This is an optimization exercise on Yosys and OpenROAD, whose aim is small area, a short achievable clock period and few clock cycles per item, not a production implementation. Only simulation tests tie the RTL to the original design; equivalence was not proved.

==> inputs of run A <==
## hfo_core128
module hfo_core128 (
    input  wire        clk,
    input  wire        rst,
    input  wire        req,
    input  wire        req_we,
    input  wire [7:0]  req_off,
    input  wire [4:0]  req_size,
    input  wire [63:0] req_wdata,
    output wire        ack,
    output wire        ack_err,
    output wire [63:0] ack_rdata
);
make LEC_CHECK=0 CAP_MARGIN=20 CORE_MARGIN=2 CORE_UTILIZATION=35 GPL_ROUTABILITY_DRIVEN=1 PLACE_DENSITY=0.5 SETUP_SLACK_MARGIN=4.5 SLEW_MARGIN=20 finish   # period 10.0 ns
run.sh (not shown) runs the stock make flow with config.mk's settings and CLKGATE_MAP_FILE= SYNTH_SCRIPT=/design/flow/synth_recipe.tcl, a recipe that flattens the netlist after the stock synthesis.
==> inputs of run C, as changes to run A <==
--- a/flow/design.v
+++ b/flow/design.v
@@ -51,16 +51,16 @@
     reg c_xa, c_xcs, c_xr2;                             
     reg c_ya, c_ya12, c_yafn, c_yasx, c_yb, c_ybsx;     
     reg c_yy, c_yr, c_ycs;                              
     reg c_ybg, c_ybsxg;                                 
     reg c_xr;                                           
     reg c_sgb, c_sgb63;                                 
     reg c_inv, c_invx;                                  
-    reg c_ysum, c_ysh, c_ycmp, c_ydq, c_hxs, c_hxz, c_ywe, c_zwe;
-    reg [3:0] c_lt;                                     
+    reg c_ysum, c_ylog, c_ysh, c_ycmp, c_ydq, c_hxs, c_hxz, c_ywe, c_zwe;
+    reg c_land, c_lor, c_lxor, c_lnot, c_lpass;
     reg c_cs, c_ceq, c_clt, c_cinv;
     reg c_ri_y, c_ri_z, c_ri_a, c_ri_az, c_ri_b, c_ri_bz;  
     reg c_left, c_kill, c_fill;
     reg c_re2d, c_re2m, c_rmul, c_rdiv, c_rpc;
     reg c_addc, c_subc;
     reg [7:0] lz_a, lz_b;                               
     reg m_zx;                                           
@@ -176,48 +176,28 @@
                       ({128{c_yb}}   & B)     | ({128{c_ybsx}} & b_sx)  |
                       ({128{c_yy}}   & y)     | ({128{c_yr}}   & r) |
                       ({128{c_ycs}}  & {cs_k[126:0], 1'b0}) |
                       ({128{c_ybg && r_s}} & B) | ({128{c_ybsxg && r_s}} & b_sx);
     wire ax128 = c_xr2 && r[127];
     wire ay128 = (c_sgb && B[127]) || (c_sgb63 && B[63]);
     wire inv   = c_inv ^ (c_invx && r_s);
-    wire [127:0] ayi = ay ^ {128{inv}};
-    reg  [127:0] pg_g, pg_p, pg_gn, pg_pn;
-    integer pi, pl;
-    always @* begin
-        pg_g = ax & ayi;
-        pg_p = ax ^ ayi;
-        pg_g[0] = pg_g[0] | (pg_p[0] & inv);
-        for (pl = 0; pl < 7; pl = pl + 1) begin
-            pg_gn = pg_g;
-            pg_pn = pg_p;
-            for (pi = 0; pi < 128; pi = pi + 1) begin
-                if (((pi >> pl) & 1) == 1) begin
-                    pg_gn[pi] = pg_g[pi] | (pg_p[pi] & pg_g[((pi >> pl) << pl) - 1]);
-                    pg_pn[pi] = pg_p[pi] & pg_p[((pi >> pl) << pl) - 1];
-                end
-            end
-            pg_g = pg_gn;
-            pg_p = pg_pn;
-        end
-    end
-    wire [127:0] sum  = ax ^ ayi ^ {pg_g[126:0], inv};
-    wire         s128 = ax128 ^ ay128 ^ inv ^ pg_g[127];
+    wire [128:0] sum_full = {ax128, ax} + ({ay128, ay} ^ {129{inv}}) + {128'd0, inv};
+    wire [127:0] sum  = sum_full[127:0];
+    wire         s128 = sum_full[128];    
     wire eq  = (A == B);
     wire ltu = s128;
     wire lts = (A[127] ^ B[127]) ? A[127] : ltu;
     wire lt  = c_cs ? lts : ltu;
     wire cmpbit = c_cinv ^ ((c_clt && lt) || (c_ceq && eq));
     wire dge = !s128;
-    reg [127:0] lg;
-    integer li;
-    always @* begin
-        for (li = 0; li < 128; li = li + 1)
-            lg[li] = c_lt[{A[li], B[li]}];
-    end
+    wire [127:0] lg = ({128{c_land}}  & (A & B)) |
+                      ({128{c_lor}}   & (A | B)) |
+                      ({128{c_lxor}}  & (A ^ B)) |
+                      ({128{c_lnot}}  & ~A) |
+                      ({128{c_lpass}} & A);
     wire [127:0] rin = ({128{c_ri_y}}  & y)    | ({128{c_ri_z}}  & z) |
                        ({128{c_ri_a}}  & A)    | ({128{c_ri_az}} & a_zx) |
                        ({128{c_ri_b}}  & B)    | ({128{c_ri_bz}} & b_zx);
     reg [127:0] rot;
     always @* begin
         rot = rin;
         if (sa[0]) rot = {rot[126:0], rot[127]};
@@ -276,15 +256,15 @@
     wire       s_le0 = s_raw[9] || (s_raw == 10'd0);
     wire       s_big = !s_raw[9] && (s_raw[8:7] != 2'b00);
     wire [7:0] s_div = s_raw[9] ? 8'd0 : s_big ? 8'd128 : s_raw[7:0];
     wire [6:0] sa_div = (s_big || s_le0) ? 7'd0 : t_raw[6:0];
     wire       a_fewer = (lz_a >= lz_b);
     wire [7:0] lz_max  = a_fewer ? lz_a : lz_b;
     wire [127:0] v = ({128{c_ysum}} & sum) |
-                     lg |
+                     ({128{c_ylog}} & lg) |
                      ({128{c_ysh}}  & shy) |
                      ({128{c_ydq}}  & {y[126:0], dge}) |
                      {127'd0, c_ycmp && cmpbit};
     wire [127:0] y_nx = {c_hxs ? {64{v[63]}} : (c_hxz ? 64'd0 : v[127:64]), v[63:0]};
     wire [7:0] op = busy ? opr : opc;
     wire d_add   = (op == OP_ADD);
     wire d_sub   = (op == OP_SUB);
@@ -409,18 +389,20 @@
         c_ycs  <= n_st && d_mul;
         c_inv  <= (n_e1 && (d_sub || d_cmp || d_fxsub || d_neg || d_fxneg || (d_div && s_nneg))) ||
                   (n_st && d_div && !dneg) ||
                   (n_p1 && d_div && (p_r ? nneg : (nneg ^ dneg))) ||
                   (n_p2 && d_div && (nneg ^ dneg));
         c_ysum <= (n_e1 && (d_add || d_sub || d_neg || d_fxadd || d_fxsub || d_fxneg || d_div)) ||
                   (n_st && d_mul) || ((n_pc || n_p1 || n_p2) && d_div);
-        c_lt[3] <= n_e1 && (d_and || d_or || d_zext || d_sext);
-        c_lt[2] <= n_e1 && (d_or || d_xor || d_zext || d_sext);
-        c_lt[1] <= n_e1 && (d_or || d_xor || d_not);
-        c_lt[0] <= n_e1 && d_not;
+        c_ylog <= n_e1 && (d_and || d_or || d_xor || d_not || d_zext || d_sext);
+        c_land <= n_e1 && d_and;
+        c_lor  <= n_e1 && d_or;
+        c_lxor <= n_e1 && d_xor;
+        c_lnot <= n_e1 && d_not;
+        c_lpass <= n_e1 && (d_zext || d_sext);
         c_ycmp <= n_e1 && d_cmp;
         c_cs   <= d_scmp;
         c_ceq  <= d_ucmp ? (d_cl == 3'd0 || d_cl == 3'd1 || d_cl == 3'd3 || d_cl == 3'd4)
                          : (d_cl[0] ^ d_cl[1]);
         c_clt  <= d_ucmp ? (d_cl >= 3'd2) : 1'b1;
         c_cinv <= d_ucmp ? (d_cl == 3'd1 || d_cl == 3'd4 || d_cl == 3'd5)
                          : d_cl[1];
CORE_UTILIZATION = 55   (was 35)
PLACE_DENSITY = 0.7   (was 0.5)
==> summary.txt <==
Run C aborted during global routing (5_1_grt) (GRT-0232). Run A completed without violations.
In run A the synthesized area is smaller than in run C, by about 7%.
Between run C and run A, the lower synthesized cell count is in run A (gap about 11%, measured against run A).
Testbench counts of run A, summed over its fixed seeds: cycles 49,257, commands 3,200.
Testbench counts of run C, summed over its fixed seeds: cycles 49,257, commands 3,200.

==> static timing again, ports no longer ideal <==
How much do the figures lean on ideal ports? The routed layout below was timed once more, with nothing changed but the port constraints.
Step 1: set_driving_cell puts a clkbuf_16 on clk and a buf_2 on each other input, an assumption about the parent block.
Step 2 times the ports against the registers' clock, not the clock port: input delays grow and output delays shrink by t, the midpoint of the rising clock arrivals with the driver on.
Three values: no drivers, after step 1, after step 2; two values: the first two.
run: run A
shift t [ns]: 1.036
slack for setup (ns): 3.549 / 3.549 / 3.458
hold slack, ns: 0.472 / 0.472 / 0.472
worst register clock-pin slew, ns: 0.08 / 0.08
pins driven straight from the clock port: 1
After both steps setup and hold are still met in run A. The setup slack of run A moves by 0.000 ns with the drivers and by -0.091 ns with both steps.
